This design comes from an exercise in tuning for small area on the open sky130 flow, not from production work.
In this exercise RTL edits were held to simulation tests only and were not proved equivalent to the original.
Power figures rest on the tool's default switching activity, not on a simulated workload.

==> design.v <==
module swuart_bt (
    input  wire        clk,
    input  wire        rst,             
    input  wire        tick,            
    input  wire        rx_in,           
    input  wire        state_in,        
    input  wire        req_valid,
    input  wire [15:0] req_word,
    output wire        req_ready,       
    output wire [31:0] resp_data,
    output wire        resp_fault,
    output wire [1:0]  resp_code,
    output wire        tx_out,
    output wire        evt_connect,
    output wire        evt_disconnect
);
    localparam integer NMD_LIMIT       = 60;
    localparam integer TICKS_PER_MS    = 29;
    localparam integer TICKS_PER_EPOCH = 7200;
    localparam [3:0] OP_INIT        = 4'h1;
    localparam [3:0] OP_WAIT_READY  = 4'h2;
    localparam [3:0] OP_STATUS      = 4'h3;
    localparam [3:0] OP_WRITE       = 4'h4;
    localparam [3:0] OP_AVAILABLE   = 4'h5;
    localparam [3:0] OP_READ        = 4'h6;
    localparam [3:0] OP_CLOCK_RESET = 4'h7;
    localparam [3:0] OP_CLOCK_READ  = 4'h8;
    localparam [3:0] OP_CLOCK_PRESET= 4'h9;
    reg         enabled;
    reg         rx_act;           
    reg  [2:0]  rx_sub;
    reg  [8:0]  rx_sr;            
    reg         tx_busy;
    reg  [1:0]  tx_sub;
    reg  [8:0]  tx_sr;            
    reg         tx_line;
    reg  [7:0]  ring [0:31];
    reg  [4:0]  rb_hp;            
    reg  [5:0]  rb_cnt;
    reg         rb_pv;            
    reg  [7:0]  rb_pend;
    reg  [5:0]  nmd;
    reg  [31:0] ms_clock;
    reg  [4:0]  ms_sub;
    reg  [12:0] epoch_sub;
    reg  [4:0]  hist;             
    reg         epoch_evt;        
    reg  [2:0]  init_cd;
    wire connected = &hist[3:0];
    wire was_connected = &hist[4:1];
    assign evt_connect    = epoch_evt && connected && !hist[4];
    assign evt_disconnect = epoch_evt && was_connected && !hist[0];
    wire [3:0] op   = req_word[15:12];
    wire [3:0] rsv  = req_word[11:8];
    wire [7:0] imm8 = req_word[7:0];
    wire illegal = (op == 4'h0) || (op > OP_CLOCK_PRESET) || (rsv != 4'h0) ||
                   (op != OP_WRITE && op != OP_CLOCK_PRESET && imm8 != 8'h00);
    wire f_already = !illegal && op == OP_INIT && enabled;
    wire f_noten   = !illegal && op != OP_INIT && op != OP_STATUS && !enabled;
    wire fault     = illegal || f_already || f_noten;
    wire rb_empty    = (rb_cnt == 6'd0);
    wire nmd_expired = nmd[0] == 1'b0 && nmd[1] == 1'b0 && nmd[2] == 1'b0 && nmd[4] && nmd[5];
    wire ready_flag  = (init_cd == 3'd0);
    wire hold = !fault &&
                ((op == OP_WAIT_READY && !ready_flag) ||
                 (op == OP_WRITE      && tx_busy)     ||
                 (op == OP_READ       && rb_empty && !nmd_expired));
    assign req_ready  = !hold;
    assign resp_fault = fault;
    assign resp_code  = {f_already | f_noten, illegal | f_already};
    wire [31:0] rsel = 32'd1 << rb_hp;
    reg  [7:0] rd_ring;
    integer j;
    always @* begin
        rd_ring = 8'd0;
        for (j = 0; j < 32; j = j + 1)
            rd_ring = rd_ring | (ring[j] & {8{rsel[j]}});
    end
    wire [7:0] rd_byte = (rb_pv && rb_cnt == 6'd1) ? rb_pend : rd_ring;
    reg [31:0] result;
    always @* begin
        case (op)
            OP_STATUS:     result = {25'd0, tx_line, nmd_expired, rx_act, tx_busy,
                                     connected, ready_flag, enabled};
            OP_AVAILABLE:  result = {26'd0, rb_cnt};
            OP_READ:       result = rb_empty ? 32'd0 : {23'd0, 1'b1, rd_byte};
            OP_CLOCK_READ: result = ms_clock;
            default:       result = 32'd0;
        endcase
    end
    assign resp_data = fault ? 32'd0 : result;
    wire do_req = req_valid && !hold && !fault;
    wire n_enabled = enabled | (do_req && op == OP_INIT);
    wire tk = tick && n_enabled;
    wire pop = do_req && op == OP_READ && !rb_empty;
    wire [5:0] cnt1 = rb_cnt - pop;
    wire       rx_done = tk && rx_act && rx_sr[0] && rx_sub == 3'd1;
    wire       full1 = cnt1[5];
    wire [5:0] n_cnt = cnt1 + (rx_done && !full1);
    wire [4:0] n_hp  = rb_hp + 5'd1 + pop + (rx_done && full1);
    wire [4:0] pend_pos = rb_hp + rb_cnt[4:0] - 5'd1;
    wire       wr   = rb_pv && pend_pos[3:0] == 4'hf;
    wire       wr0  = wr && pend_pos[4];
    wire       wr16 = wr && !pend_pos[4];
    integer i;
    always @(posedge clk) begin
        ring[0]  <= wr0  ? rb_pend : ring[31];
        ring[16] <= wr16 ? rb_pend : ring[15];
        for (i = 1; i < 32; i = i + 1)
            if (i != 16) ring[i] <= ring[i-1];
    end
    always @(posedge clk) begin
        rb_hp <= rst ? 5'd0 : n_hp;
        if (rx_done) rb_pend <= rx_sr[8:1];
    end
    wire ms_wrap    = ms_sub[0] == 1'b0 && ms_sub[1] == 1'b0 && ms_sub[3] && ms_sub[4];
    wire epoch_wrap = epoch_sub[12:2] == 11'b11110110100 && epoch_sub[0] == 1'b0;
    wire [4:0]  ms_next    = {ms_sub[3:0], ~(ms_sub[4] ^ ms_sub[1])};
    wire [12:0] epoch_next = {epoch_sub[11:0], ~(epoch_sub[12] ^ epoch_sub[0])};
    wire [5:0]  nmd_next   = {nmd[4:0], ~(nmd[5] ^ nmd[0])};
    wire        ms_load = rst || (do_req && (op == OP_CLOCK_RESET || op == OP_CLOCK_PRESET));
    wire [7:0]  ms_imm  = rst ? 8'd0 : imm8;
    always @(posedge clk)
        ms_clock <= (ms_load ? {4{ms_imm}} : ms_clock) + (!rst && tk && ms_wrap);
    always @(posedge clk) begin
        if (rst) begin
            enabled        <= 1'b0;
            rx_act         <= 1'b0;
            tx_busy        <= 1'b0;
            tx_line        <= 1'b1;
            rb_cnt         <= 6'd0;
            rb_pv          <= 1'b0;
            nmd            <= 6'd0;
            ms_sub         <= 5'd0;
            epoch_sub      <= 13'd0;
            hist           <= 5'd0;
            init_cd        <= 3'd4;
            epoch_evt      <= 1'b0;
        end else begin
            enabled <= n_enabled;
            rb_cnt  <= n_cnt;
            if (rx_done) rb_pv <= 1'b1;
            else if (wr) rb_pv <= 1'b0;
            if (do_req && op == OP_WRITE) begin
                tx_sr   <= {1'b1, imm8};
                tx_sub  <= 2'd3;       
                tx_busy <= 1'b1;
            end
            epoch_evt <= tk && epoch_wrap;
            if (tk) begin
                if (!rx_act) begin
                    if (!rx_in) begin
                        rx_sr  <= 9'h100;
                        rx_sub <= 3'd4;
                        rx_act <= 1'b1;
                    end else if (!nmd_expired) begin
                        nmd <= nmd_next;
                    end
                end else if (rx_sub == 3'd1) begin
                    rx_sub <= 3'd3;
                    if (!rx_sr[0]) begin
                        rx_sr <= {rx_in, rx_sr[8:1]};
                    end else begin
                        nmd    <= 6'd0;
                        rx_act <= 1'b0;
                    end
                end else begin
                    rx_sub <= rx_sub - 3'd1;
                end
                if (tx_busy || (do_req && op == OP_WRITE)) begin
                    if ((do_req && op == OP_WRITE) || tx_sub == 2'd3) begin
                        tx_line <= 1'b0;
                        tx_sub  <= 2'd2;
                    end else if (tx_sub != 2'd0) begin
                        tx_sub <= tx_sub - 2'd1;
                    end else if (tx_sr == 9'd0) begin
                        tx_busy <= 1'b0;
                    end else begin
                        tx_line <= tx_sr[0];
                        tx_sr   <= {1'b0, tx_sr[8:1]};
                        tx_sub  <= 2'd2;
                    end
                end
                ms_sub <= ms_wrap ? 5'd0 : ms_next;
                if (epoch_wrap) begin
                    epoch_sub <= 13'd0;
                    hist      <= {hist[3:0], state_in};
                    if (init_cd != 3'd0) init_cd <= init_cd - 3'd1;
                end else begin
                    epoch_sub <= epoch_next;
                end
            end
        end
    end
    assign tx_out = tx_line;
endmodule
==> flow/run.sh <==
#!/bin/bash
# Own layout flow: the standard ORFS flow (standard.sh) with these changes:
#  - synthesis is the standard synthesis script (synth_recipe.tcl, unchanged),
#    except that the ABC call that maps the combinational logic uses the
#    area-oriented script flow/area.abc with a 10 ns delay target instead of
#    ORFS's speed script (registers are mapped before ABC and are unchanged);
#  - the port buffers are sky130_fd_sc_hd__buf_1 (still one per port);
#  - CTS uses clkbuf_8 with larger sink clusters and no dummy loads.
# Each step's full output is in orfs/logs/...; make's own output in flow_make.log.
set -euo pipefail
W=$(pwd)
cat > "$W/flow_synth.tcl" <<EOT
proc abc {args} {
  set i [lsearch \$args -script]
  if {\$i >= 0} { set args [lreplace \$args \$i [expr {\$i+1}] -script $W/flow/area.abc] }
  set j [lsearch \$args -D]
  if {\$j >= 0} { set args [lreplace \$args \$j [expr {\$j+1}] -D 10000] }
  puts "flow_synth.tcl: abc \$args"
  yosys abc {*}\$args
}
source $W/synth_recipe.tcl
EOT
sed "s#SYNTH_SCRIPT=[^ ]*#SYNTH_SCRIPT=$W/flow_synth.tcl#" standard.sh > flow_standard.sh
grep -q "SYNTH_SCRIPT=$W/flow_synth.tcl" flow_standard.sh
bash flow_standard.sh \
  "BUFFER_PORTS_ARGS=-buffer_cell sky130_fd_sc_hd__buf_1" \
  "CTS_ARGS=-sink_clustering_enable -repair_clock_nets -dont_use_dummy_load -buf_list sky130_fd_sc_hd__clkbuf_8 -sink_clustering_size 16 -sink_clustering_max_diameter 60" \
  finish > flow_make.log 2>&1
==> flow/area.abc <==
strash
&get -n
&fraig -x
&put
scorr
dc2
dretime
strash
&get -n
&dch -f
&nf -R 1000
&put
==> standard.sh <==
#!/bin/bash
# synth_recipe.tcl (not shown) runs the flow's synth.tcl, then flattens the netlist and writes it again
# the make line also repeats each setting of config.mk as NAME=value (left out here)
make -C /OpenROAD-flow-scripts/flow DESIGN_CONFIG=/design/flow/config.mk WORK_HOME=/design/flow/orfs CLKGATE_MAP_FILE= SYNTH_SCRIPT=/design/flow/synth_recipe.tcl "${@:-finish}"
==> config.mk <==
export PLATFORM = sky130hd
export DESIGN_NAME = swuart_bt
export DESIGN_NICKNAME = swuart_bt
export VERILOG_FILES = /design/flow/design.v
export SDC_FILE = /design/flow/constraint.sdc
export NUM_CORES = 4
export LEC_CHECK = 0
export CAP_MARGIN = 20
export CORE_MARGIN = 2
export CORE_UTILIZATION = 60
export PLACE_DENSITY = 0.7
export SLEW_MARGIN = 20
==> constraint.sdc <==
create_clock -name core_clock -period 10.0 [get_ports {clk}]
set_input_delay 2.0000 -clock core_clock [delete_from_list [all_inputs] [get_ports {clk}]]
set_output_delay 2.0000 -clock core_clock [all_outputs]
set_load 0.01 [all_outputs]
==> flow_summary.yaml, run 1 <==
outcome:
  status: "finished clean"
yosys:
  syn_avg_cell_area_um2: 11.1
  syn_inst: 1103
  synth-edff-count: 31
  ys_warn_count: 2
  synth_cell_types: 48
  synth_nets: 1147
  synth_top_area_cell: "dfxtp_1"
  synthArstFlopShare_pct: 0
  seq_area_frac_synth_pct: 62.6
  ys_seq_elements: 368
  post-synth-top-area-fraction_pct: 55.0
  synth_area_mm2: 0.0123
  ys.flop_type: "dfxtp_1"
  synth_area_leaders: "dfxtp_1, edfxtp_1, a222oi_1"
sta:
  finalCritPeriodShare_pct: 71.6
  layout_min_cycle_time_ns: 7.16
  tns_ns: 0
  relSlewSlack_pct: 23.3
  timing.fmax_mhz: 140
  slew_violations: 0
  finalHoldViolations: 0
  tightest_slew_ns: 1.15
  fin_skew_ns: 0.0263
  whs_ns: 0.341
  fin_ws_ns: 2.84
  rsz0062_at_grt: "false"
  setup_viol: 0
final_layout:
  insertedDiodeCount: 0
  final_core_util_pct: 67.0
  drive_gt1_share_pct: 6.06
  fin_area_mm2: 0.0135
  fillers: 1634
  nNetsFinal: 1267
  area_delta_synth_final_pct: 10.1
  final_cells: 1491
floorplanning:
  start_util_pct: 60.8
  ios: 61
  die-area_mm2: 0.0216
  die_w_um: 147
  die_y_um: 147
  core_area_mm2: 0.0202
  rows: 52
grt:
  grt_pass1_wl_mm: 49.8
  grt_pass1_vias: 9032
  track_usage_pct: 29.6
  grt_max_degree: 49
  antenna_found_initial: 0
  gr-total-overflow: 0
power:
  power_leakage_nw: 4.98
  power.total_mw: 2.22
  powerDensity_mw_per_mm2: 164
  vdd_drop_max_uv: 120
flow_run:
  max-cap-violations: 0
clock_network:
  clockRootBuffer: "clkbuf_8"
  cts_setup_buffers: 0
  clock_latency_ns: 0.58
  cts_num_sinks: 368
  htree_levels: 1
  holdBufCountCts: 0
  cts_tree: "yes"
  post_cts_resized: 0
  clockBufferDepth: 3
  cts_made_buffers: 27
  path_clk_slew_ns: 0.11
worst_setup_path:
  cp.required_ns: 10.46
  r2r-start: "rb_cnt[3]"
  crit_arrival_ns: 7.62
  rr_endpoint: "ms_clock[30]"
  start_kind: "primary input"
  criticalPathCategory: "in -> reg"
  critical_path.max_fanout: 30
  end_kind: "flip-flop"
  cp-startpoint: "req_word[13]"
  endpoint: "ms_clock[30]"
  worst_r2r_path_depth: 23
  rrSetupSlack_ns: 4.24
placement:
  post-dp-hpwl_mm: 21.9
  dpl.cell_count: 1464
  dp_slack_ns: 1.99
  globalplace.congestion: 0.920
  port_buffers: 60
  dpl_cell_area_mm2: 0.0131
detailed_routing:
  viasPerCell: 6.20
  drtPass1Iterations: 6
  num_vias: 9251
  antenna_left: 0
  routed_wl_mm: 32.1
  drtIter0Drc: 994
  wl_per_cell_um: 21.5
  drc_errors: 0
worst_hold_path:
  hp-class: "reg -> reg"
-- cell families (layout without fill, tap and decap cells) --
kind of cell | Yosys count | count (layout) | share of synthesized area [%]
AND/OR/NAND/NOR | 385 | 385 | 15.5
flip-flops | 368 | 368 | 62.6
AO/OA/AOI/OAI | 239 | 239 | 14.1
XOR/XNOR | 38 | 38 | 2.71
buffers and inverters | 31 | 149 | 0.949
adder cells (fa/ha/maj) | 22 | 22 | 2.37
multiplexers | 20 | 20 | 1.80
-- report_power, final --
part / total [mW] / switching (mW) / leakage (nW) / internal [mW]
clock: 0.674 / 0.432 / 0.194 / 0.242
combinational: 0.0534 / 0.0360 / 1.78 / 0.0175
sequential: 1.49 / 0.00567 / 3.01 / 1.49
total: 2.22 / 0.474 / 4.98 / 1.75
-- routing by layer --
layer / vias to the layer above / track usage (%) / share of wire, %
li1: 4352 / - / -
met1: 4397 / 40.0 / 41
met2: 431 / 49.2 / 47
met3: 71 / 4.07 / 8.7
met4: 0 / 10.6 / 3.5
met5: - / 0 / 0
-- cell usage after synthesis (3+ instances only) --
cell type,count
a222oi_1,53
dfxtp_1,337
a31oi_1,3
nor3_1,44
a21boi_0,6
o21ai_0,28
o22ai_1,9
ha_1,20
nand3_1,32
nor2b_1,13
a21oi_1,57
a21o_1,8
nand2b_1,16
and3_1,36
a221oi_1,12
a22o_1,3
nor2_1,88
mux2_1,16
xor2_1,17
xnor2_1,21
or3_1,4
mux2i_1,4
nand4_1,24
or4_1,3
o21a_1,6
nand2_1,89
and2_0,9
a22oi_1,35
nor4_1,17
a211oi_1,6
edfxtp_1,31
o221ai_1,6
clkinv_1,31
-- worst max-delay path: stages --
cell,delay [ns]
buf_1,0.24
nand2b_1,0.20
nor2_1,0.08
a211o_1,0.22
nand4_1,0.10
a21o_1,0.13
nor2_1,0.05
buf_4,0.20
and3_1,0.23
nor2b_2,0.16
buf_4,0.22
nor2_2,0.58
a21o_1,0.20
o21a_1,0.13
ha_1,0.16
ha_1,0.18
nand2_1,0.06
nor2_1,0.16
nand2_1,0.12
or4_1,0.48
nor3_1,0.53
and3_1,0.30
nand3_1,0.13
nor4_1,0.41
nand3b_1,0.16
xor2_1,0.16
-- sequential cells by signal, summed over array words and instances (netlist names), 5 cells and up --
signal and count:
epoch_sub 13, ms_sub 5, hist 5, rb_pend 8, ring 256, ms_clock 32
rb_hp 5, rb_cnt 6, nmd 6, rx_sr 9, tx_sr 9
-- layout by cell type (no fill, tap or decap), types with 6 or more instances in the layout --
master / n
nor4_1: 15
o21a_1: 6
xnor2_1: 21
and2_0: 9
o22ai_1: 9
edfxtp_1: 31
clkbuf_8: 27
o21ai_0: 28
nor3_1: 33
clkinv_1: 31
a222oi_1: 53
buf_1: 59
xor2_1: 17
nand2b_1: 16
a211oi_1: 6
o221ai_1: 6
nand4_1: 24
dfxtp_1: 337
a21boi_0: 6
nand3_1: 32
mux2_1: 16
buf_4: 31
and3_1: 36
a221oi_1: 12
nand2_1: 89
nor2_1: 87
a22oi_1: 35
nor2b_1: 12
a21o_1: 8
ha_1: 20
a21oi_1: 57
nor3_2: 11
-- cell type report --
type | count | area (µm²) | share of cell area (%)
flip-flops and latches | 368 | 7680 | 56.8
multi-input cells | 704 | 4540 | 33.6
inverters | 31 | 116 | 0.862
repair buffers | 91 | 459 | 3.40
well taps | 270 | 338 | 2.50
clock buffers | 27 | 372 | 2.75
-- how the worst min path moves through the flow --
stage	startpoint	cells after the start	slack [ns]	to
after CTS	ring[17][0]	0	0.34	ring[18][0]
after floorplan	ring[13][3]	0	0.33	ring[14][3]
after detailed placement	ring[16][3]	0	0.34	ring[17][3]
final	ring[17][0]	0	0.34	ring[18][0]
after global placement	ring[4][7]	0	0.33	ring[5][7]
after global routing	ring[2][2]	0	0.35	ring[3][2]
==> run 2: changes to the inputs <==
--- a/flow/run.sh
+++ b/flow/run.sh
@@ -25,4 +25,4 @@
 bash flow_standard.sh \
   "BUFFER_PORTS_ARGS=-buffer_cell sky130_fd_sc_hd__buf_1" \
-  "CTS_ARGS=-sink_clustering_enable -repair_clock_nets -dont_use_dummy_load -buf_list sky130_fd_sc_hd__clkbuf_8 -sink_clustering_size 16 -sink_clustering_max_diameter 60" \
+  "CTS_ARGS=-sink_clustering_enable -repair_clock_nets -dont_use_dummy_load -buf_list sky130_fd_sc_hd__clkbuf_8 -sink_clustering_size 20 -sink_clustering_max_diameter 50" \
   finish > flow_make.log 2>&1
--- a/config.mk
+++ b/config.mk
@@ -6,7 +6,7 @@
 export NUM_CORES = 4
 export LEC_CHECK = 0
-export CAP_MARGIN = 20
+export CAP_MARGIN = 0
 export CORE_MARGIN = 2
-export CORE_UTILIZATION = 60
-export PLACE_DENSITY = 0.7
-export SLEW_MARGIN = 20
+export CORE_UTILIZATION = 70
+export PLACE_DENSITY = 0.8
+export SLEW_MARGIN = 0
==> flow_summary.yaml, run 2 <==
outcome:
  status: "finished clean"
floorplanning:
  die-area_mm2: 0.0186
  die_y_um: 136
  rows: 48
  die_w_um: 136
  core_area_mm2: 0.0172
  ios: 61
  start_util_pct: 71.2
clock_network:
  cts_made_buffers: 26
  holdBufCountCts: 0
  cts_num_sinks: 368
  post_cts_resized: 0
  cts_setup_buffers: 0
  clockRootBuffer: "clkbuf_8"
  htree_levels: 1
  path_clk_slew_ns: 0.11
  clock_latency_ns: 0.60
  clockBufferDepth: 3
  cts_tree: "yes"
grt:
  grt_pass1_vias: 8878
  grt_pass1_wl_mm: 48.1
  track_usage_pct: 34.0
  antenna_found_initial: 0
  grt_max_degree: 49
  gr-total-overflow: 0
power:
  power_leakage_nw: 4.94
  power.total_mw: 2.21
  powerDensity_mw_per_mm2: 165
  vdd_drop_max_uv: 168
worst_setup_path:
  critical_path.max_fanout: 25
  crit_arrival_ns: 8.01
  start_kind: "primary input"
  rr_endpoint: "ms_clock[30]"
  rrSetupSlack_ns: 4.37
  criticalPathCategory: "in -> reg"
  worst_r2r_path_depth: 23
  end_kind: "flip-flop"
  cp.required_ns: 10.42
  r2r-start: "rb_cnt[3]"
  cp-startpoint: "req_word[0]"
sta:
  slew_violations: 0
  finalHoldViolations: 0
  setup_viol: 0
  tns_ns: 0
  fin_ws_ns: 2.42
  fin_skew_ns: 0.0768
  layout_min_cycle_time_ns: 7.58
  timing.fmax_mhz: 132
  relSlewSlack_pct: 14.5
  finalCritPeriodShare_pct: 75.8
  rsz0062_at_grt: "false"
  tightest_slew_ns: 1.27
  whs_ns: 0.330
detailed_routing:
  antenna_left: 0
  drtPass1Iterations: 9
  drtIter0Drc: 1168
  num_vias: 9328
  wl_per_cell_um: 21.9
  drc_errors: 0
  viasPerCell: 6.49
  routed_wl_mm: 31.5
final_layout:
  final_common_cell: "dfxtp_1"
  largest_register_ffs: 256
  insertedDiodeCount: 0
  largest_register: "ring"
  area_delta_synth_final_pct: 9.02
  drive_gt1_share_pct: 5.28
  nNetsFinal: 1258
  final_core_util_pct: 77.6
  final_cell_mix: "dfxtp_1, nand2_1, nor2_1, buf_1, a21oi_1"
  top_regs: "ring (256), ms_clock (32), epoch_sub (13)"
yosys:
  synth_compound_area_share_pct: 14.1
  yosys.area_share.simple_pct: 15.5
  synth-edff-count: 31
  post-synth-top-area-fraction_pct: 55.0
  synth-adder-area-share_pct: 2.37
  seq_area_frac_synth_pct: 62.6
  synth_top_family_by_area: "simple AND/OR/NAND/NOR gates"
  ys_warn_count: 2
  ys.flop_type: "dfxtp_1"
  ys_top_cells_by_count: "dfxtp_1, nand2_1, nor2_1"
  synth-xor-area-share_pct: 2.71
  synthMuxAreaShare_pct: 1.80
  synth_top_area_cell: "dfxtp_1"
  synth_cell_types: 48
  synth_nets: 1147
  synthArstFlopShare_pct: 0
  synth_area_leaders: "dfxtp_1, edfxtp_1, a222oi_1"
  synth_area_mm2: 0.0123
  syn_inst: 1103
  post-synth-top-count-cell: "dfxtp_1"
  syn_avg_cell_area_um2: 11.1
  ys_seq_elements: 368
worst_hold_path:
  hold_end: "ring[9][6]"
  worstHoldPathCells: 0
  hp-class: "reg -> reg"
  min_from: "ring[8][6]"
flow_run:
  max-cap-violations: 0
placement:
  port_buffers: 60
  post-dp-hpwl_mm: 21.2
  dp_slack_ns: 1.94
  globalplace.congestion: 0.911
==> run 2: cell counts after synthesis <==
Identical to the previous run, type by type.
==> run 2: through the flow <==
| step | instances | area [µm²] |
|---|---|---|
| after floorplan | 1103 | 12300 |
| after global placement | 1411 | 13000 |
| after detailed placement | 1411 | 13000 |
| after CTS | 1437 | 13400 |
| after global routing | 1437 | 13400 |
| final | 1437 | 13400 |
==> run 2: power breakdown <==
group          internal, mW  total, mW  switching (mW)
registers              1.49       1.49         0.00562
logic                0.0173     0.0536          0.0363
clock network         0.233      0.666           0.433
==> run 2: worst max-delay path: stages <==
cell	delay [ns]
buf_1	0.10
nor4_1	0.59
a211o_1	0.23
nand4_1	0.10
a21o_1	0.19
nor2_1	0.84
and3_1	0.39
a21oi_1	0.12
nand2b_1	0.17
buf_4	0.22
nor3_1	0.21
ha_1	0.20
ha_1	0.19
nand2_1	0.06
nor2_1	0.16
nand2_1	0.13
or4_1	0.49
nor3_1	0.51
and3_1	0.30
nand3_1	0.15
nor4_1	0.36
nand3b_1	0.14
xor2_1	0.16
==> run 2: per-layer routing <==
| layer | track usage, % | share of wire, % |
|---|---|---|
| met5 | 0 | 0 |
| met4 | 14.4 | 4.5 |
| met3 | 5.70 | 9.7 |
| met2 | 53.1 | 44 |
| met1 | 47.1 | 42 |
==> run 2: cell families after synthesis <==
logic type	Yosys count
xor gates and xnor gates	38
adders and majority gates	22
DFF	368
AOI/OAI and AO/OA	239
muxes	20
and+or+nand+nor	385
buffers and inverters	31
==> run 2: worst max-delay path by stage <==
stage	end	slack [ns]	depth (start not counted)
6_report	ms_clock[30]	2.42	23
5_1_grt	ms_clock[30]	1.77	24
4_1_cts	ms_clock[30]	2.49	23
3_5_place_dp	ms_clock[30]	1.94	23
3_3_place_gp	ms_clock[30]	2.17	23
2_1_floorplan	ms_clock[30]	2.59	21
==> run 2: area by class of cell <==
cell class | count | area, µm²
multi-input cells | 704 | 4540
repair buffers | 83 | 399
inverters | 31 | 116
well taps | 225 | 282
clock buffers | 26 | 358
flip-flops and latches | 368 | 7680
fillers | 1173 | 3870
==> run 3: changes to the inputs <==
--- a/design.v
+++ b/design.v
@@ -69,11 +69,17 @@
     assign resp_fault = fault;
     assign resp_code  = {f_already | f_noten, illegal | f_already};
-    wire [31:0] rsel = 32'd1 << rb_hp;
+    wire [3:0] rsel_lo = 4'd1 << rb_hp[1:0];
+    wire [7:0] rsel_hi = 8'd1 << rb_hp[4:2];
     reg  [7:0] rd_ring;
-    integer j;
+    reg  [7:0] rd_cls;
+    integer j, k;
     always @* begin
         rd_ring = 8'd0;
-        for (j = 0; j < 32; j = j + 1)
-            rd_ring = rd_ring | (ring[j] & {8{rsel[j]}});
+        for (k = 0; k < 4; k = k + 1) begin
+            rd_cls = 8'd0;
+            for (j = 0; j < 8; j = j + 1)
+                rd_cls = rd_cls | (ring[4*j+k] & {8{rsel_hi[j]}});
+            rd_ring = rd_ring | (rd_cls & {8{rsel_lo[k]}});
+        end
     end
     wire [7:0] rd_byte = (rb_pv && rb_cnt == 6'd1) ? rb_pend : rd_ring;
@@ -94,9 +100,10 @@
     wire tk = tick && n_enabled;
     wire pop = do_req && op == OP_READ && !rb_empty;
-    wire [5:0] cnt1 = rb_cnt - pop;
     wire       rx_done = tk && rx_act && rx_sr[0] && rx_sub == 3'd1;
-    wire       full1 = cnt1[5];
-    wire [5:0] n_cnt = cnt1 + (rx_done && !full1);
-    wire [4:0] n_hp  = rb_hp + 5'd1 + pop + (rx_done && full1);
+    wire       full1 = rb_cnt[5] && !pop;    
+    wire       push_nf = rx_done && !full1;
+    wire [5:0] n_cnt = (pop && !push_nf) ? rb_cnt - 6'd1 :
+                       (!pop && push_nf) ? rb_cnt + 6'd1 : rb_cnt;
+    wire [4:0] n_hp  = rb_hp + ((pop || (rx_done && full1)) ? 5'd2 : 5'd1);
     wire [4:0] pend_pos = rb_hp + rb_cnt[4:0] - 5'd1;
     wire       wr   = rb_pv && pend_pos[3:0] == 4'hf;
--- a/flow/run.sh
+++ b/flow/run.sh
@@ -26,3 +26,4 @@
   "BUFFER_PORTS_ARGS=-buffer_cell sky130_fd_sc_hd__buf_1" \
   "CTS_ARGS=-sink_clustering_enable -repair_clock_nets -dont_use_dummy_load -buf_list sky130_fd_sc_hd__clkbuf_8 -sink_clustering_size 20 -sink_clustering_max_diameter 50" \
+  MATCH_CELL_FOOTPRINT=0 \
   finish > flow_make.log 2>&1
==> flow_summary.yaml, run 3 <==
yosys:
  post-synth-top-area-fraction_pct: 55.6
  ys.flop_type: "dfxtp_1"
  ys_seq_elements: 368
  post-synth-top-count-cell: "dfxtp_1"
  synth_top_area_cell: "dfxtp_1"
  synth_area_leaders: "dfxtp_1, edfxtp_1, a222oi_1"
  ys_top_cells_by_count: "dfxtp_1, nor2_1, nand2_1"
  synth_nets: 1119
  synth_cell_types: 46
  synth_area_mm2: 0.0121
  syn_avg_cell_area_um2: 11.3
  ys_warn_count: 2
  synthArstFlopShare_pct: 0
  synth-edff-count: 31
  syn_inst: 1076
  seq_area_frac_synth_pct: 63.2
floorplanning:
  rows: 48
  die_y_um: 136
  die-area_mm2: 0.0184
  core_area_mm2: 0.0171
  ios: 61
  start_util_pct: 70.9
  die_w_um: 136
power:
  powerDensity_mw_per_mm2: 168
  power.total_mw: 2.22
  power_leakage_nw: 4.70
  vdd_drop_max_uv: 165
final_layout:
  final_cell_mix: "dfxtp_1, nor2_1, nand2_1, a222oi_1, buf_1"
  nNetsFinal: 1224
  top_regs: "ring (256), ms_clock (32), epoch_sub (13)"
  final_common_cell: "dfxtp_1"
  largest_register_ffs: 256
  area_delta_synth_final_pct: 8.58
  insertedDiodeCount: 0
  fin_area_mm2: 0.0132
  drive_gt1_share_pct: 4.41
  largest_register: "ring"
sta:
  finalCritPeriodShare_pct: 71.9
  layout_min_cycle_time_ns: 7.19
  tns_ns: 0
  tightest_slew_ns: 1.12
  fin_skew_ns: 0.0700
  relSlewSlack_pct: 24.8
  timing.fmax_mhz: 139
  setup_viol: 0
  finalHoldViolations: 0
  rsz0062_at_grt: "false"
  slew_violations: 0
worst_setup_path:
  crit_arrival_ns: 7.63
  worst_r2r_path_depth: 20
  criticalPathCategory: "in -> reg"
  end_kind: "flip-flop"
  start_kind: "primary input"
  cp.required_ns: 10.43
  critical_path.max_fanout: 32
clock_network:
  cts_setup_buffers: 0
  clockBufferDepth: 3
  path_clk_slew_ns: 0.11
  post_cts_resized: 0
  htree_levels: 1
  cts_made_buffers: 28
  cts_num_sinks: 368
  clock_latency_ns: 0.61
  clockRootBuffer: "clkbuf_8"
  cts_tree: "yes"
  holdBufCountCts: 0
grt:
  track_usage_pct: 30.5
  antenna_found_initial: 0
  grt_pass1_vias: 8583
  grt_max_degree: 48
  gr-total-overflow: 0
  grt_pass1_wl_mm: 44.1
placement:
  dpl_cell_area_mm2: 0.0128
  globalplace.congestion: 0.922
  port_buffers: 60
  post-dp-hpwl_mm: 18.8
detailed_routing:
  drtIter0Drc: 970
  wl_per_cell_um: 20.0
  num_vias: 8920
  routed_wl_mm: 28.1
  antenna_left: 0
  drtPass1Iterations: 9
  drc_errors: 0
  viasPerCell: 6.35
worst_hold_path:
  hp-class: "reg -> reg"
  worstHoldPathCells: 0
flow_run:
  max-cap-violations: 0
outcome:
  status: "finished clean"
[run 3: cell types whose count changed after synthesis, sizes merged, moves of 7 or more]
cell    change
a31oi      +28
nand4      -18
nand2      -16
nor2       +15
a222oi     +11
nor3        -9
a22oi       -7
[run 3: final timing paths]
kind	from	to	slack (ns)
hold / removal	ring[19][6]	ring[20][6]	0.30
setup / recovery	req_word[13]	ms_clock[25]	2.81
hold reg to reg	ring[19][6]	ring[20][6]	0.30
setup reg to reg	rb_cnt[2]	ms_clock[25]	3.92
[run 3: layout make-up]
class,instances,area (µm²)
timing repair buffer,75,339
tap,225,282
inverter,26,97.6
sequential,368,7680
fill,1161,3930
multi-input combinational,682,4400
clock buffer,28,385
[run 3: per-layer routing]
layer / global-route usage [%] / vias to the layer above / part of all wire (%)
met5: 0 / - / 0
met4: 10.4 / 0 / 2.7
met3: 5.27 / 68 / 7.7
met2: 50.1 / 404 / 47
met1: 41.1 / 4195 / 42
li1: - / 4253 / -
[run 3: critical path, cell delays in order]
cell and delay [ns]:
buf_1 0.33, nand2b_1 0.23, nor2_1 0.08, a211o_1 0.25, and4_1 0.16, nand2_1 0.08
nor2_1 0.05, nand3_1 0.17, nor2_2 0.06, buf_4 0.22, nor2_1 0.80, a21oi_1 0.28
nor2_1 0.28, and3_1 0.25, nand2_1 0.09, nor3_1 0.31, nand3_1 0.23, nor4_1 0.46
and3_1 0.26, nand2_1 0.06, or4_1 0.38, or4_1 0.42, xnor2_1 0.14
[run 3: power breakdown]
part | internal, mW | switching (mW) | total (mW)
Sequential | 1.49 | 0.00403 | 1.49
Clock | 0.250 | 0.426 | 0.675
Combinational | 0.0161 | 0.0393 | 0.0553
[run 3: per-stage QoR]
step | setup WS (ns) | hold slack (ns) | utilization (%) | cells
floorplan | 3.25 | 0.330 | - | 1076
global placement | 2.62 | 0.331 | 74.8 | 1376
detailed placement | 2.38 | 0.336 | 74.8 | 1376
CTS | 2.94 | 0.301 | 77.0 | 1404
global route | 2.35 | 0.315 | 77.0 | 1404
finish | 2.81 | 0.297 | 77.0 | 1404
[run 3: logic make-up after synthesis]
group / synth area share, %
flops: 63.2
simple gates: 13.6
compound gates: 15.4
xor+xnor: 2.45
buf+inv: 0.804
mux: 2.23
fa+ha+maj: 2.29
==> run 4: changes to the inputs <==
--- a/config.mk
+++ b/config.mk
@@ -9,4 +9,5 @@
 export CORE_MARGIN = 2
 export CORE_UTILIZATION = 70
+export GPL_TIMING_DRIVEN = 0
 export PLACE_DENSITY = 0.8
 export SLEW_MARGIN = 0
==> flow_summary.yaml, run 4 <==
sta:
  tns_ns: 0
  rsz0062_at_grt: "false"
  setup_viol: 0
  tightest_slew_ns: 1.25
  fin_skew_ns: 0.0934
  finalHoldViolations: 0
  relSlewSlack_pct: 16.8
  timing.fmax_mhz: 136
  layout_min_cycle_time_ns: 7.37
  slew_violations: 0
  finalCritPeriodShare_pct: 73.7
floorplanning:
  die_w_um: 136
  core_area_mm2: 0.0171
  die-area_mm2: 0.0184
  start_util_pct: 70.9
  ios: 61
  die_y_um: 136
  rows: 48
yosys:
  ys.flop_type: "dfxtp_1"
  ys_top_cells_by_count: "dfxtp_1, nor2_1, nand2_1"
  post-synth-top-count-cell: "dfxtp_1"
  synthArstFlopShare_pct: 0
  synth-edff-count: 31
  post-synth-top-area-fraction_pct: 55.6
  ys_warn_count: 2
  synth_area_leaders: "dfxtp_1, edfxtp_1, a222oi_1"
  synth_area_mm2: 0.0121
  ys_seq_elements: 368
  synth_top_area_cell: "dfxtp_1"
  seq_area_frac_synth_pct: 63.2
  syn_avg_cell_area_um2: 11.3
  syn_inst: 1076
  synth_cell_types: 46
  synth_nets: 1119
detailed_routing:
  routed_wl_mm: 28.0
  drtIter0Drc: 1021
  viasPerCell: 6.48
  wl_per_cell_um: 20.0
  drc_errors: 0
  num_vias: 9094
  antenna_left: 0
  drtPass1Iterations: 8
worst_setup_path:
  endpoint: "ms_clock[30]"
  worst_r2r_path_depth: 23
  rr_endpoint: "ms_clock[30]"
  criticalPathCategory: "in -> reg"
  cpPeakStageDelay_ns: 0.77
  r2r-start: "rb_cnt[2]"
  cp-startpoint: "req_word[13]"
  end_kind: "flip-flop"
  crit_arrival_ns: 7.82
  rrSetupSlack_ns: 3.73
  critical_path.max_fanout: 20
  start_kind: "primary input"
  cp.required_ns: 10.45
  critPathSlowestCell: "nor2_1"
power:
  p_seq_share_pct: 67.2
  internal_power_mw: 1.75
  pwr-share-comb_pct: 2.7
  power_leakage_nw: 4.72
  p_sw_share_pct: 21.3
  power.total_mw: 2.22
  powerDensity_mw_per_mm2: 167
  p_clk_share_pct: 30.1
  p_switching_mw: 0.472
  vdd_drop_max_uv: 143
grt:
  grt_pass1_wl_mm: 43.1
  antenna_found_initial: 0
  gr-total-overflow: 0
  grt_pass1_vias: 8469
  grt_max_degree: 34
  track_usage_pct: 29.8
final_layout:
  fin_area_mm2: 0.0133
  area_delta_synth_final_pct: 9.31
  nNetsFinal: 1223
  drive_gt1_share_pct: 4.75
  largest_register: "ring"
  largest_register_ffs: 256
  final_cell_mix: "dfxtp_1, nor2_1, nand2_1, a222oi_1, buf_1"
  insertedDiodeCount: 0
  top_regs: "ring (256), ms_clock (32), epoch_sub (13)"
  fillers: 1176
  final_common_cell: "dfxtp_1"
  final_core_util_pct: 77.5
clock_network:
  cts_made_buffers: 27
  clockBufferDepth: 3
  cts_setup_buffers: 0
  holdBufCountCts: 0
  clock_latency_ns: 0.61
  cts_tree: "yes"
  clockRootBuffer: "clkbuf_8"
  path_clk_slew_ns: 0.11
  post_cts_resized: 0
  htree_levels: 1
  cts_num_sinks: 368
placement:
  dpl_cell_area_mm2: 0.0129
  post-dp-hpwl_mm: 18.9
  globalplace.congestion: 0.897
  port_buffers: 60
flow_run:
  max-cap-violations: 0
outcome:
  status: "finished clean"
worst_hold_path:
  hp-class: "reg -> reg"
[run 4: cell types whose count changed in the layout (fill, tap and decap cells not counted), moves of 3 or more]
| cell | change |
|---|---|
| and3_1 | -3 |
| and3_2 | +3 |
| buf_4 | -15 |
| buf_6 | +11 |
[run 4: metal layers]
layer,GRT usage [%],vias up,wire length (µm)
met5,0,-,0
met4,10.2,0,922
met3,3.82,77,1960
met2,48.5,415,13100
met1,41.4,4361,12000
li1,-,4241,-
[run 4: worst min path at each step]
stage	endpoint	slack, ns	start	depth (start not counted)
final	ring[21][2]	0.30	ring[20][2]	0
after global routing	ring[17][6]	0.30	ring[16][6]	0
after CTS	ring[21][2]	0.31	ring[20][2]	0
after detailed placement	ring[1][1]	0.34	ring[0][1]	0
after global placement	ring[3][1]	0.33	ring[2][1]	0
after floorplan	ring[10][4]	0.33	ring[9][4]	0
[run 4: logic make-up after synthesis]
kind of cell / share of synthesized area, %
AND/OR/NAND/NOR: 13.6
adder cells (fa/ha/maj): 2.29
AO/OA/AOI/OAI: 15.4
buffers and inverters: 0.804
multiplexers: 2.23
flip-flops: 63.2
XOR/XNOR: 2.45
[run 4: per-stage QoR]
stage	hold slack [ns]	std cells	worst slack, ns
floorplan	0.330	1076	3.25
global placement	0.332	1361	1.90
detailed placement	0.336	1376	2.13
CTS	0.306	1403	2.71
global route	0.302	1403	2.15
finish	0.302	1403	2.63
[run 4: critical path: cells and delay by family]
family	cells	cell delay (ns)
buffers and inverters	2	0.50
AO/OA/AOI/OAI	1	0.26
AND/OR/NAND/NOR	20	4.50
adder cells (fa/ha/maj)	2	0.39
XOR/XNOR	1	0.15
[run 4: area by class of cell]
type / count / area (µm²) / share of cell area (%)
Inverter: 26 / 97.6 / 0.735
Timing Repair Buffer: 75 / 425 / 3.21
Sequential cell: 368 / 7680 / 57.9
Multi-Input combinational cell: 682 / 4420 / 33.3
Tap cell: 225 / 282 / 2.12
Clock buffer: 27 / 372 / 2.80
[run 4: power groups by stage]
stage	Sequential [mW]	Combinational, mW	Clock [mW]
after floorplan	1.52	0.0296	0
after global placement	1.52	0.0515	0
after global routing	1.49	0.0647	0.724
after detailed placement	1.52	0.0588	0
final	1.49	0.0602	0.669
after CTS	1.49	0.0591	0.672
==> run 5: changes to the inputs <==
--- a/flow/run.sh
+++ b/flow/run.sh
@@ -26,4 +26,4 @@
   "BUFFER_PORTS_ARGS=-buffer_cell sky130_fd_sc_hd__buf_1" \
   "CTS_ARGS=-sink_clustering_enable -repair_clock_nets -dont_use_dummy_load -buf_list sky130_fd_sc_hd__clkbuf_8 -sink_clustering_size 20 -sink_clustering_max_diameter 50" \
-  MATCH_CELL_FOOTPRINT=0 \
+  MATCH_CELL_FOOTPRINT=0 RECOVER_POWER=100 \
   finish > flow_make.log 2>&1
--- a/config.mk
+++ b/config.mk
@@ -9,5 +9,4 @@
 export CORE_MARGIN = 2
 export CORE_UTILIZATION = 70
-export GPL_TIMING_DRIVEN = 0
 export PLACE_DENSITY = 0.8
 export SLEW_MARGIN = 0
==> flow_summary.yaml, run 5 <==
outcome:
  status: "complete, but fails checks"
  failed_checks: "capacitance limit, slew limit"
sta:
  finalHoldViolations: 0
  fin_skew_ns: 0.0675
  setup_viol: 0
  slew_violations: 63
  finalCritPeriodShare_pct: 76.9
  tns_ns: 0
  layout_min_cycle_time_ns: 7.69
  rsz0062_at_grt: "false"
  timing.fmax_mhz: 130
  tightest_slew_ns: 2.15
  relSlewSlack_pct: -43.1
final_layout:
  final_cells: 1404
  insertedDiodeCount: 0
  final_cell_mix: "dfxtp_1, nor2_1, nand2_1, a222oi_1, buf_1"
  top_regs: "ring (256), ms_clock (32), epoch_sub (13)"
  final_core_util_pct: 76.9
  fillers: 1165
  fin_area_mm2: 0.0132
  drive_gt1_share_pct: 3.99
  largest_register: "ring"
  nNetsFinal: 1224
  final_common_cell: "dfxtp_1"
  largest_register_ffs: 256
  area_delta_synth_final_pct: 8.42
placement:
  dpl.cell_count: 1376
  dpl_cell_area_mm2: 0.0128
  post-dp-hpwl_mm: 18.8
  globalplace.congestion: 0.922
  port_buffers: 60
grt:
  track_usage_pct: 30.5
  grt_max_degree: 48
  antenna_found_initial: 0
  grt_pass1_vias: 8583
  gr-total-overflow: 0
  grt_pass1_wl_mm: 44.1
detailed_routing:
  drtIter0Drc: 947
  routed_wl_mm: 28.2
  drc_errors: 0
  drtPass1Iterations: 7
  wl_per_cell_um: 20.1
  antenna_left: 0
  num_vias: 8949
  viasPerCell: 6.37
worst_setup_path:
  crit_family: "simple AND/OR/NAND/NOR gates"
  cp_cell_sequence: "clkbuf_1 > nand2b_1 > nor2_1 > a211o_1 > and4_1 > nand2_1 > nor2_1 > nand3_1 > nor2_2 > clkbuf_1 > nor2_1 > a21oi_1 > nor2_1 > and3_1 > nand2_1 > nor3_1 > nand3_1 > nor4_1 > and3_1 > nand2_1 > or4_1 > or4_1 > xnor2_1"
  crit_arrival_ns: 8.12
  start_kind: "primary input"
  cp.required_ns: 10.43
  critical_path.max_fanout: 32
  end_kind: "flip-flop"
  cp_common_cell: "nor2_1"
  cpPeakStageDelay_ns: 0.99
  critPathSlowestCell: "nor2_1"
  path_buf_inv: 2
  criticalPathCategory: "in -> reg"
yosys:
  ys_seq_elements: 368
  synth_area_leaders: "dfxtp_1, edfxtp_1, a222oi_1"
  syn_avg_cell_area_um2: 11.3
  synth_cell_types: 46
  synth_nets: 1119
  post-synth-top-count-cell: "dfxtp_1"
  ys_warn_count: 2
  post-synth-top-area-fraction_pct: 55.6
  ys.flop_type: "dfxtp_1"
  synth-edff-count: 31
  ys_top_cells_by_count: "dfxtp_1, nor2_1, nand2_1"
  synthArstFlopShare_pct: 0
  syn_inst: 1076
  synth_top_area_cell: "dfxtp_1"
  seq_area_frac_synth_pct: 63.2
  synth_area_mm2: 0.0121
floorplanning:
  ios: 61
  start_util_pct: 70.9
  die_y_um: 136
  rows: 48
  die_w_um: 136
  core_area_mm2: 0.0171
  die-area_mm2: 0.0184
clock_network:
  holdBufCountCts: 0
  clockRootBuffer: "clkbuf_8"
  cts_tree: "yes"
  clockBufferDepth: 3
  clock_latency_ns: 0.60
  cts_setup_buffers: 0
  cts_made_buffers: 28
  htree_levels: 1
  post_cts_resized: 0
  cts_num_sinks: 368
  path_clk_slew_ns: 0.11
worst_hold_path:
  hp-class: "reg -> reg"
flow_run:
  max-cap-violations: 2
power:
  power_leakage_nw: 4.68
  powerDensity_mw_per_mm2: 169
  vdd_drop_max_uv: 164
run 5: cell counts after synthesis:
Identical to the previous run, type by type.
run 5: path summary, 6_finish.rpt:
path,end,startpoint,slack [ns],cells after the start
setup / recovery,ms_clock[25],req_word[13],2.31,23
hold reg to reg,ring[20][6],ring[19][6],0.29,0
setup reg to reg,ms_clock[25],rb_cnt[2],3.47,20
hold / removal,ring[20][6],ring[19][6],0.29,0
run 5: final cells by class:
class                   count  area [µm²]  share of cell area (%)
clock buffers              28         385                    2.93
multi-input cells         682        4400                    33.4
flip-flops and latches    368        7680                    58.3
repair buffers             75         324                    2.46
well taps                 225         282                    2.14
inverters                  26        97.6                   0.741
run 5: where the power goes:
group          internal, mW  switching, mW  total, mW
sequential             1.49        0.00395       1.49
clock                 0.250          0.425      0.674
combinational        0.0159         0.0393     0.0552
run 5: cell families after synthesis:
| family | after synthesis | synth area share [%] |
|---|---|---|
| xor+xnor | 34 | 2.45 |
| flops | 368 | 63.2 |
| simple gates | 343 | 13.6 |
| buf+inv | 26 | 0.804 |
| fa+ha+maj | 21 | 2.29 |
| mux | 25 | 2.23 |
| compound gates | 259 | 15.4 |
run 5: through the flow:
step | hold WS (ns) | worst slack [ns] | power (mW)
after floorplan | 0.330 | 3.25 | 1.55
after CTS | 0.301 | 2.94 | 2.23
after global routing | 0.315 | 1.81 | 2.28
final | 0.294 | 2.31 | 2.22
after global placement | 0.331 | 2.62 | 1.58
after detailed placement | 0.336 | 2.38 | 1.58
run 5: per-layer routing:
layer | GRT usage, % | up-vias | part of all wire (%)
li1 | - | 4246 | -
met1 | 41.1 | 4254 | 42
met2 | 50.1 | 391 | 48
met3 | 5.27 | 58 | 7.5
met4 | 10.4 | 0 | 2.2
met5 | 0 | - | 0
==> run 6: changes to the inputs <==
--- a/flow/run.sh
+++ b/flow/run.sh
@@ -26,4 +26,3 @@
   "BUFFER_PORTS_ARGS=-buffer_cell sky130_fd_sc_hd__buf_1" \
   "CTS_ARGS=-sink_clustering_enable -repair_clock_nets -dont_use_dummy_load -buf_list sky130_fd_sc_hd__clkbuf_8 -sink_clustering_size 20 -sink_clustering_max_diameter 50" \
-  MATCH_CELL_FOOTPRINT=0 RECOVER_POWER=100 \
   finish > flow_make.log 2>&1
==> flow_summary.yaml, run 6 <==
detailed_routing:
  wl_met1_mm: 11.9
  wl_met2_mm: 13.3
  wl_per_cell_um: 20.0
  drc_errors: 0
  num_vias: 8920
  routed_wl_mm: 28.1
  drtIter0Drc: 970
  antenna_left: 0
  drtPass1Iterations: 9
  wl_met3_mm: 2.17
  dr.max_layer_used: "met4"
  viasPerCell: 6.35
final_layout:
  area_delta_synth_final_pct: 8.58
  insertedDiodeCount: 0
  drive_gt1_share_pct: 4.41
  regArea_mm2: 0.00768
  final_cell_mix: "dfxtp_1, nor2_1, nand2_1, a222oi_1, buf_1"
  fillers: 1161
  fin_area_mm2: 0.0132
  multi_input_area_mm2: 0.00440
  nNetsFinal: 1224
  top_regs: "ring (256), ms_clock (32), epoch_sub (13)"
  largest_register: "ring"
  largest_register_ffs: 256
  final_common_cell: "dfxtp_1"
grt:
  track_usage_pct: 30.5
  antenna_found_initial: 0
  grt_max_degree: 48
  grt_pass1_wl_mm: 44.1
  grt_pass1_vias: 8583
  gr-total-overflow: 0
flow_run:
  max-cap-violations: 0
worst_hold_path:
  min_from: "ring[19][6]"
  hp-class: "reg -> reg"
yosys:
  synthArstFlopShare_pct: 0
  post-synth-top-area-fraction_pct: 55.6
  syn_avg_cell_area_um2: 11.3
  synth_area_leaders: "dfxtp_1, edfxtp_1, a222oi_1"
  ys_top_cells_by_count: "dfxtp_1, nor2_1, nand2_1"
  ys_seq_elements: 368
  synth_top_area_cell: "dfxtp_1"
  synth_cell_types: 46
  syn_inst: 1076
  synth-edff-count: 31
  ys_warn_count: 2
  synth_area_mm2: 0.0121
  seq_area_frac_synth_pct: 63.2
  synth_nets: 1119
  ys.flop_type: "dfxtp_1"
  post-synth-top-count-cell: "dfxtp_1"
clock_network:
  clock_latency_ns: 0.61
  holdBufCountCts: 0
  cts_made_buffers: 28
  htree_levels: 1
  cts_num_sinks: 368
  path_clk_slew_ns: 0.11
  clockRootBuffer: "clkbuf_8"
  cts_tree: "yes"
  cts_setup_buffers: 0
  clockBufferDepth: 3
  post_cts_resized: 0
sta:
  slew_violations: 0
  rsz0062_at_grt: "false"
  finalCritPeriodShare_pct: 71.9
  tightest_slew_ns: 1.12
  setup_viol: 0
  tns_ns: 0
  finalHoldViolations: 0
  relSlewSlack_pct: 24.8
  layout_min_cycle_time_ns: 7.19
  fin_skew_ns: 0.0700
  timing.fmax_mhz: 139
worst_setup_path:
  end_kind: "flip-flop"
  start_kind: "primary input"
  cpPeakStageDelay_ns: 0.80
  criticalPathCategory: "in -> reg"
  cp-startpoint: "req_word[13]"
  crit_family: "simple AND/OR/NAND/NOR gates"
  cp.required_ns: 10.43
  path_buf_inv: 2
  cp_cell_sequence: "buf_1 > nand2b_1 > nor2_1 > a211o_1 > and4_1 > nand2_1 > nor2_1 > nand3_1 > nor2_2 > buf_4 > nor2_1 > a21oi_1 > nor2_1 > and3_1 > nand2_1 > nor3_1 > nand3_1 > nor4_1 > and3_1 > nand2_1 > or4_1 > or4_1 > xnor2_1"
  critPathSlowestCell: "nor2_1"
  crit_arrival_ns: 7.63
  r2r-start: "rb_cnt[2]"
  critical_path.max_fanout: 32
  cp_common_cell: "nor2_1"
placement:
  globalplace.congestion: 0.922
  dpl_cell_area_mm2: 0.0128
  post-dp-hpwl_mm: 18.8
  port_buffers: 60
floorplanning:
  start_util_pct: 70.9
  die-area_mm2: 0.0184
  ios: 61
  rows: 48
  core_area_mm2: 0.0171
  die_w_um: 136
  die_y_um: 136
power:
  power_leakage_nw: 4.70
  vdd_drop_max_uv: 165
  power.total_mw: 2.22
  powerDensity_mw_per_mm2: 168
outcome:
  status: "finished clean"
-- run 6: cell counts after synthesis --
Identical to the previous run, type by type.
-- run 6: routing by layer --
| layer | track usage (%) | up-vias |
|---|---|---|
| met5 | 0 | - |
| met4 | 10.4 | 0 |
| met3 | 5.27 | 68 |
| met2 | 50.1 | 404 |
| met1 | 41.1 | 4195 |
| li1 | - | 4253 |
-- run 6: worst paths after layout --
path,slack (ns),to,cells past startpoint
hold / removal,0.30,ring[20][6],0
setup / recovery,2.81,ms_clock[25],23
setup reg to reg,3.92,ms_clock[25],20
hold reg to reg,0.30,ring[20][6],0
-- run 6: stage by stage --
stage / setup WS, ns / hold slack [ns] / std cells / utilization, %
global placement: 2.62 / 0.331 / 1376 / 74.8
finish: 2.81 / 0.297 / 1404 / 77.0
global route: 2.35 / 0.315 / 1404 / 77.0
CTS: 2.94 / 0.301 / 1404 / 77.0
detailed placement: 2.38 / 0.336 / 1376 / 74.8
floorplan: 3.25 / 0.330 / 1076 / -
-- run 6: cells by family (layout without fill, tap and decap cells) --
group	Yosys count	count (layout)	synth area share, %
flops	368	368	63.2
simple gates	343	343	13.6
compound gates	259	259	15.4
xor+xnor	34	34	2.45
buf+inv	26	129	0.804
mux	25	25	2.23
fa+ha+maj	21	21	2.29
-- run 6: cell type report --
| class | instances | share of cell area (%) |
|---|---|---|
| flip-flops and latches | 368 | 58.2 |
| inverters | 26 | 0.740 |
| repair buffers | 75 | 2.57 |
| clock buffers | 28 | 2.92 |
| well taps | 225 | 2.14 |
| multi-input cells | 682 | 33.4 |
-- run 6: report_power, final --
| group | internal, mW | total, mW | switching [mW] |
|---|---|---|---|
| combinational | 0.0161 | 0.0553 | 0.0393 |
| clock | 0.250 | 0.675 | 0.426 |
| sequential | 1.49 | 1.49 | 0.00403 |
-- run 6: worst reg2reg max path: cells and delay by family, from the launching register on --
family	cells	cell delay (ns)
xor+xnor	1	0.14
compound gates	2	0.39
simple gates	16	4.83
flops	1	0.40
buf+inv	1	0.22
==> run 7: changes to the inputs <==
--- a/flow/run.sh
+++ b/flow/run.sh
@@ -25,4 +25,4 @@
 bash flow_standard.sh \
   "BUFFER_PORTS_ARGS=-buffer_cell sky130_fd_sc_hd__buf_1" \
-  "CTS_ARGS=-sink_clustering_enable -repair_clock_nets -dont_use_dummy_load -buf_list sky130_fd_sc_hd__clkbuf_8 -sink_clustering_size 20 -sink_clustering_max_diameter 50" \
+  "CTS_ARGS=-sink_clustering_enable -repair_clock_nets -dont_use_dummy_load -buf_list sky130_fd_sc_hd__clkbuf_16 -sink_clustering_size 30 -sink_clustering_max_diameter 60" \
   finish > flow_make.log 2>&1
==> flow_summary.yaml, run 7 <==
outcome:
  status: "finished clean"
final_layout:
  multi_input_area_mm2: 0.00440
  insertedDiodeCount: 0
  drive_gt1_share_pct: 3.68
  top_regs: "ring (256), ms_clock (32), epoch_sub (13)"
  area_delta_synth_final_pct: 9.33
  largest_register_ffs: 256
  largest_register: "ring"
  final_cell_mix: "dfxtp_1, nor2_1, nand2_1, a222oi_1, buf_1"
  fin_area_mm2: 0.0133
  nNetsFinal: 1215
  final_common_cell: "dfxtp_1"
  fillers: 1123
  regArea_mm2: 0.00768
detailed_routing:
  routed_wl_mm: 28.4
  drtPass1Iterations: 7
  drc_errors: 0
  viasPerCell: 6.46
  wl_per_cell_um: 20.3
  drtIter0Drc: 1074
  antenna_left: 0
  num_vias: 9010
worst_setup_path:
  rr_endpoint: "ms_clock[25]"
  end_kind: "flip-flop"
  worst_r2r_path_depth: 20
  endpoint: "ms_clock[25]"
  critical_path.max_fanout: 32
  rrSetupSlack_ns: 3.94
  crit_arrival_ns: 7.62
  cp.required_ns: 10.36
  cp-startpoint: "req_word[13]"
  start_kind: "primary input"
  r2r-start: "rb_cnt[2]"
  criticalPathCategory: "in -> reg"
yosys:
  synth-edff-count: 31
  synthArstFlopShare_pct: 0
  ys.flop_type: "dfxtp_1"
  syn_inst: 1076
  post-synth-top-count-cell: "dfxtp_1"
  synth_area_mm2: 0.0121
  synth_nets: 1119
  synth_area_leaders: "dfxtp_1, edfxtp_1, a222oi_1"
  ys_top_cells_by_count: "dfxtp_1, nor2_1, nand2_1"
  post-synth-top-area-fraction_pct: 55.6
  seq_area_frac_synth_pct: 63.2
  synth_cell_types: 46
  ys_seq_elements: 368
  syn_avg_cell_area_um2: 11.3
  synth_top_area_cell: "dfxtp_1"
  ys_warn_count: 2
grt:
  grt_pass1_vias: 8571
  antenna_found_initial: 0
  grt_max_degree: 48
  track_usage_pct: 30.8
  use_met3_pct: 4.98
  gr-total-overflow: 0
  met1_usage_pct: 41.5
  gr-usage-met2_pct: 50.6
  grt_pass1_wl_mm: 44.5
  grt-busiest-layer: "met2"
clock_network:
  holdBufCountCts: 0
  htree_levels: 1
  clockBufferDepth: 3
  path_clk_slew_ns: 0.10
  clock_latency_ns: 0.53
  cts_made_buffers: 19
  cts_setup_buffers: 0
  cts_tree: "yes"
  cts_num_sinks: 368
  post_cts_resized: 0
  clockRootBuffer: "clkbuf_16"
sta:
  setup_viol: 0
  finalHoldViolations: 0
  rsz0062_at_grt: "false"
  tightest_slew_ns: 1.14
  tns_ns: 0
  layout_min_cycle_time_ns: 7.26
  finalCritPeriodShare_pct: 72.6
  relSlewSlack_pct: 24.0
  slew_violations: 0
  timing.fmax_mhz: 138
  fin_skew_ns: 0.0595
power:
  p_switching_mw: 0.466
  p_clk_share_pct: 33.1
  power_leakage_nw: 4.73
  p_seq_share_pct: 64.6
  pwr-share-comb_pct: 2.4
  powerDensity_mw_per_mm2: 174
  p_sw_share_pct: 20.2
  internal_power_mw: 1.84
  vdd_drop_max_uv: 162
floorplanning:
  die_w_um: 136
  rows: 48
  start_util_pct: 70.9
  die_y_um: 136
  core_area_mm2: 0.0171
  ios: 61
  die-area_mm2: 0.0184
placement:
  dpl_cell_area_mm2: 0.0128
  post-dp-hpwl_mm: 18.8
  globalplace.congestion: 0.922
  port_buffers: 60
worst_hold_path:
  hp-class: "reg -> reg"
flow_run:
  max-cap-violations: 0
run 7: stage by stage:
stage,power [mW],util [%],setup WS [ns],instances,hold slack [ns]
floorplan,1.55,-,3.25,1076,0.330
global placement,1.58,74.8,2.62,1376,0.331
detailed placement,1.58,74.8,2.38,1376,0.336
CTS,2.32,77.5,2.85,1395,0.327
global route,2.38,77.5,2.28,1395,0.335
finish,2.31,77.5,2.74,1395,0.332
run 7: worst min path at each step:
stage	end	cells after the start	start
after floorplan	ring[10][4]	0	ring[9][4]
after global placement	ring[28][0]	0	ring[27][0]
after detailed placement	ring[11][6]	0	ring[10][6]
after CTS	ring[30][5]	0	ring[29][5]
after global routing	ring[22][4]	0	ring[21][4]
final	ring[30][5]	0	ring[29][5]
run 7: cell families after synthesis:
group | synth area share (%)
AOI/OAI and AO/OA | 15.4
xor gates and xnor gates | 2.45
adders and majority gates | 2.29
buffers and inverters | 0.804
DFF | 63.2
muxes | 2.23
and+or+nand+nor | 13.6
run 7: cell type report:
cell class                      instances  area share (%)
Inverter                               26           0.735
Clock buffer                           19            3.58
Sequential cell                       368            57.8
Timing Repair Buffer                   75            2.55
Multi-Input combinational cell        682            33.2
Tap cell                              225            2.12
run 7: power by group through the flow:
stage                     sequential (mW)  clock, mW  combinational (mW)
after global routing                 1.49      0.826              0.0596
final                                1.49      0.764              0.0548
after CTS                            1.49      0.773              0.0538
after floorplan                      1.52          0              0.0296
after detailed placement             1.52          0              0.0535
after global placement               1.52          0              0.0517
run 7: metal layers:
metal  routed length, µm  vias up
li1                    -     4242
met1               11900     4274
met2               13500      420
met3                2220       74
met4                 784        0
met5                   0        -
run 7: critical path, cell delays in order:
cell and delay [ns]:
buf_1 0.33, nand2b_1 0.23, nor2_1 0.08, a211o_1 0.25, and4_1 0.16, nand2_1 0.08, nor2_1 0.05, nand3_1 0.17
nor2_2 0.06, buf_4 0.23, nor2_1 0.81, a21oi_1 0.27, nor2_1 0.28, and3_1 0.25, nand2_1 0.09, nor3_1 0.31
nand3_1 0.23, nor4_1 0.47, and3_1 0.25, nand2_1 0.06, or4_1 0.39, or4_1 0.42, xnor2_1 0.14
==> run 8: changes to the inputs <==
--- a/flow/run.sh
+++ b/flow/run.sh
@@ -25,4 +25,4 @@
 bash flow_standard.sh \
   "BUFFER_PORTS_ARGS=-buffer_cell sky130_fd_sc_hd__buf_1" \
-  "CTS_ARGS=-sink_clustering_enable -repair_clock_nets -dont_use_dummy_load -buf_list sky130_fd_sc_hd__clkbuf_16 -sink_clustering_size 30 -sink_clustering_max_diameter 60" \
+  "CTS_ARGS=-sink_clustering_enable -repair_clock_nets -dont_use_dummy_load -buf_list sky130_fd_sc_hd__clkbuf_8 -sink_clustering_size 16 -sink_clustering_max_diameter 60" \
   finish > flow_make.log 2>&1
--- a/config.mk
+++ b/config.mk
@@ -6,7 +6,7 @@
 export NUM_CORES = 4
 export LEC_CHECK = 0
-export CAP_MARGIN = 0
+export CAP_MARGIN = 20
 export CORE_MARGIN = 2
-export CORE_UTILIZATION = 70
-export PLACE_DENSITY = 0.8
-export SLEW_MARGIN = 0
+export CORE_UTILIZATION = 60
+export PLACE_DENSITY = 0.7
+export SLEW_MARGIN = 20
==> flow_summary.yaml, run 8 <==
worst_setup_path:
  cp.required_ns: 10.41
  end_kind: "flip-flop"
  criticalPathCategory: "in -> reg"
  critical_path.max_fanout: 32
  crit_arrival_ns: 7.64
  start_kind: "primary input"
placement:
  port_buffers: 60
  dpl_cell_area_mm2: 0.0129
  dpl.cell_count: 1423
  dp_slack_ns: 2.35
  globalplace.congestion: 0.907
  post-dp-hpwl_mm: 18.4
floorplanning:
  die-area_mm2: 0.0214
  die_w_um: 146
  die_y_um: 146
  core_area_mm2: 0.0200
  start_util_pct: 60.6
  rows: 52
  ios: 61
final_layout:
  nNetsFinal: 1227
  fin_area_mm2: 0.0133
  drive_gt1_share_pct: 4.65
  largest_register: "ring"
  final_cells: 1452
  area_delta_synth_final_pct: 9.23
  insertedDiodeCount: 0
  final_cell_mix: "dfxtp_1, nor2_1, nand2_1, a222oi_1, buf_1"
  top_regs: "ring (256), ms_clock (32), epoch_sub (13)"
  largest_register_ffs: 256
  final_common_cell: "dfxtp_1"
  fillers: 1653
  final_core_util_pct: 66.2
clock_network:
  clockRootBuffer: "clkbuf_8"
  clockBufferDepth: 3
  htree_levels: 1
  cts_tree: "yes"
  cts_num_sinks: 368
  clock_latency_ns: 0.60
  cts_made_buffers: 28
  post_cts_resized: 0
  cts_setup_buffers: 0
  holdBufCountCts: 0
  path_clk_slew_ns: 0.10
power:
  internal_power_mw: 1.75
  vdd_drop_max_uv: 96.2
  p_sw_share_pct: 21.3
  p_seq_share_pct: 66.9
  pwr-share-comb_pct: 2.4
  powerDensity_mw_per_mm2: 168
  power.total_mw: 2.23
  p_clk_share_pct: 30.6
  power_leakage_nw: 4.72
  p_switching_mw: 0.474
sta:
  slew_violations: 0
  tightest_slew_ns: 1.10
  finalHoldViolations: 0
  setup_viol: 0
  whs_ns: 0.286
  fin_skew_ns: 0.0805
  fin_ws_ns: 2.77
  timing.fmax_mhz: 138
  finalCritPeriodShare_pct: 72.3
  tns_ns: 0
  layout_min_cycle_time_ns: 7.23
  rsz0062_at_grt: "false"
  relSlewSlack_pct: 26.2
grt:
  gr-total-overflow: 0
  antenna_found_initial: 0
  grt_pass1_vias: 8493
  grt_pass1_wl_mm: 44.6
  track_usage_pct: 25.8
  grt_max_degree: 48
detailed_routing:
  wl_per_cell_um: 19.2
  num_vias: 8790
  routed_wl_mm: 27.8
  drtIter0Drc: 1091
  drtPass1Iterations: 7
  antenna_left: 0
  drc_errors: 0
  viasPerCell: 6.05
yosys:
  ys_warn_count: 2
  synth_area_mm2: 0.0121
  seq_area_frac_synth_pct: 63.2
  ys_seq_elements: 368
  synth_top_area_cell: "dfxtp_1"
  synth_cell_types: 46
  synth_nets: 1119
  syn_avg_cell_area_um2: 11.3
  syn_inst: 1076
  ys.flop_type: "dfxtp_1"
  synth-edff-count: 31
  post-synth-top-area-fraction_pct: 55.6
  synth_area_leaders: "dfxtp_1, edfxtp_1, a222oi_1"
  synthArstFlopShare_pct: 0
  ys_top_cells_by_count: "dfxtp_1, nor2_1, nand2_1"
  post-synth-top-count-cell: "dfxtp_1"
flow_run:
  max-cap-violations: 0
outcome:
  status: "finished clean"
worst_hold_path:
  hp-class: "reg -> reg"
run 8: cell counts after synthesis:
Identical to the previous run, type by type.
run 8: layout make-up:
type                    instances  area, µm²  share of cell area (%)
flip-flops and latches        368       7680                    57.9
multi-input cells             682       4400                    33.2
clock buffers                  28        385                    2.91
inverters                      26       97.6                   0.736
well taps                     270        338                    2.55
repair buffers                 78        362                    2.73
run 8: worst paths after layout:
| check | cells past startpoint | endpoint | startpoint | slack [ns] |
|---|---|---|---|---|
| max | 26 | ms_clock[30] | req_word[13] | 2.77 |
| min | 0 | ring[19][6] | ring[18][6] | 0.29 |
| max reg2reg | 23 | ms_clock[30] | rb_cnt[2] | 3.82 |
| min reg2reg | 0 | ring[19][6] | ring[18][6] | 0.29 |
run 8: power by group through the flow:
| stage | Sequential [mW] | Combinational [mW] | Clock [mW] |
|---|---|---|---|
| after floorplan | 1.52 | 0.0296 | 0 |
| after global placement | 1.52 | 0.0528 | 0 |
| after detailed placement | 1.52 | 0.0540 | 0 |
| after CTS | 1.49 | 0.0541 | 0.704 |
| after global routing | 1.49 | 0.0594 | 0.755 |
| final | 1.49 | 0.0541 | 0.682 |
run 8: kinds of logic after synthesis:
group,share of synthesized area [%]
buf+inv,0.804
xor+xnor,2.45
compound gates,15.4
simple gates,13.6
mux,2.23
flops,63.2
fa+ha+maj,2.29
run 8: routing by layer:
metal  track usage (%)  wire (µm)  part of all wire, %
met1              36.7      12500                   45
met2              42.5      13100                   47
met3              3.41       1900                  6.8
met4              5.68        378                  1.4
met5                 0          0                    0
run 8: worst max-delay path, cell delays in order:
cell	delay, ns
buf_1	0.31
nand2b_1	0.22
nor2_1	0.09
a211o_1	0.26
and4_1	0.16
nand2_1	0.07
nor2_1	0.06
nand3_1	0.17
nor2_2	0.06
buf_4	0.22
nor2_1	0.83
nor2_1	0.21
nor2_1	0.15
ha_1	0.17
ha_1	0.18
nand3_1	0.15
nor3_1	0.31
nand3_1	0.19
nor3_1	0.29
nand3_1	0.24
nor4_1	0.31
nand2_1	0.16
nor3_1	0.30
and3_1	0.26
nand3_1	0.10
xor2_1	0.15

==> what the ideal ports hide <==
How much do the figures lean on ideal ports? The routed layouts below were timed once more, with nothing changed but the port constraints. Step 1 (the two cells are an assumption about what drives the block):
set clk [get_ports {clk}]
set_driving_cell -lib_cell sky130_fd_sc_hd__clkbuf_16 $clk
set_driving_cell -lib_cell sky130_fd_sc_hd__buf_2 [delete_from_list [all_inputs] $clk]
Step 2 also shifts input and output timing later by t, the mid clock arrival at the registers, as if the neighbouring blocks saw the same clock. Three values: no drivers, after step 1, after step 2; two values: the first two.
run	t, ns	setup WS [ns]	worst setup path at the end	clock arrival spread, ns	cell pins on the clock port's net
run 1	0.615	2.839 / 2.863 / 2.248	input to register	0.032 / 0.032	1
run 2	0.607	2.419 / 2.436 / 1.829	input to register	0.081 / 0.081	1
run 3	0.603	2.806 / 2.828 / 2.226	input to register	0.098 / 0.099	1
run 4	0.599	2.628 / 2.646 / 2.047	input to register	0.094 / 0.093	1
run 5	0.598	2.315 / 2.335 / 1.737	input to register	0.096 / 0.096	1
run 6	0.603	2.806 / 2.828 / 2.226	input to register	0.098 / 0.099	1
run 7	0.545	2.739 / 2.765 / 2.219	input to register	0.063 / 0.063	1
run 8	0.606	2.767 / 2.785 / 2.180	input to register	0.086 / 0.087	1
For run 1, which loses most, drivers alone change the setup slack by +0.024 ns; drivers and shift together by -0.591 ns.
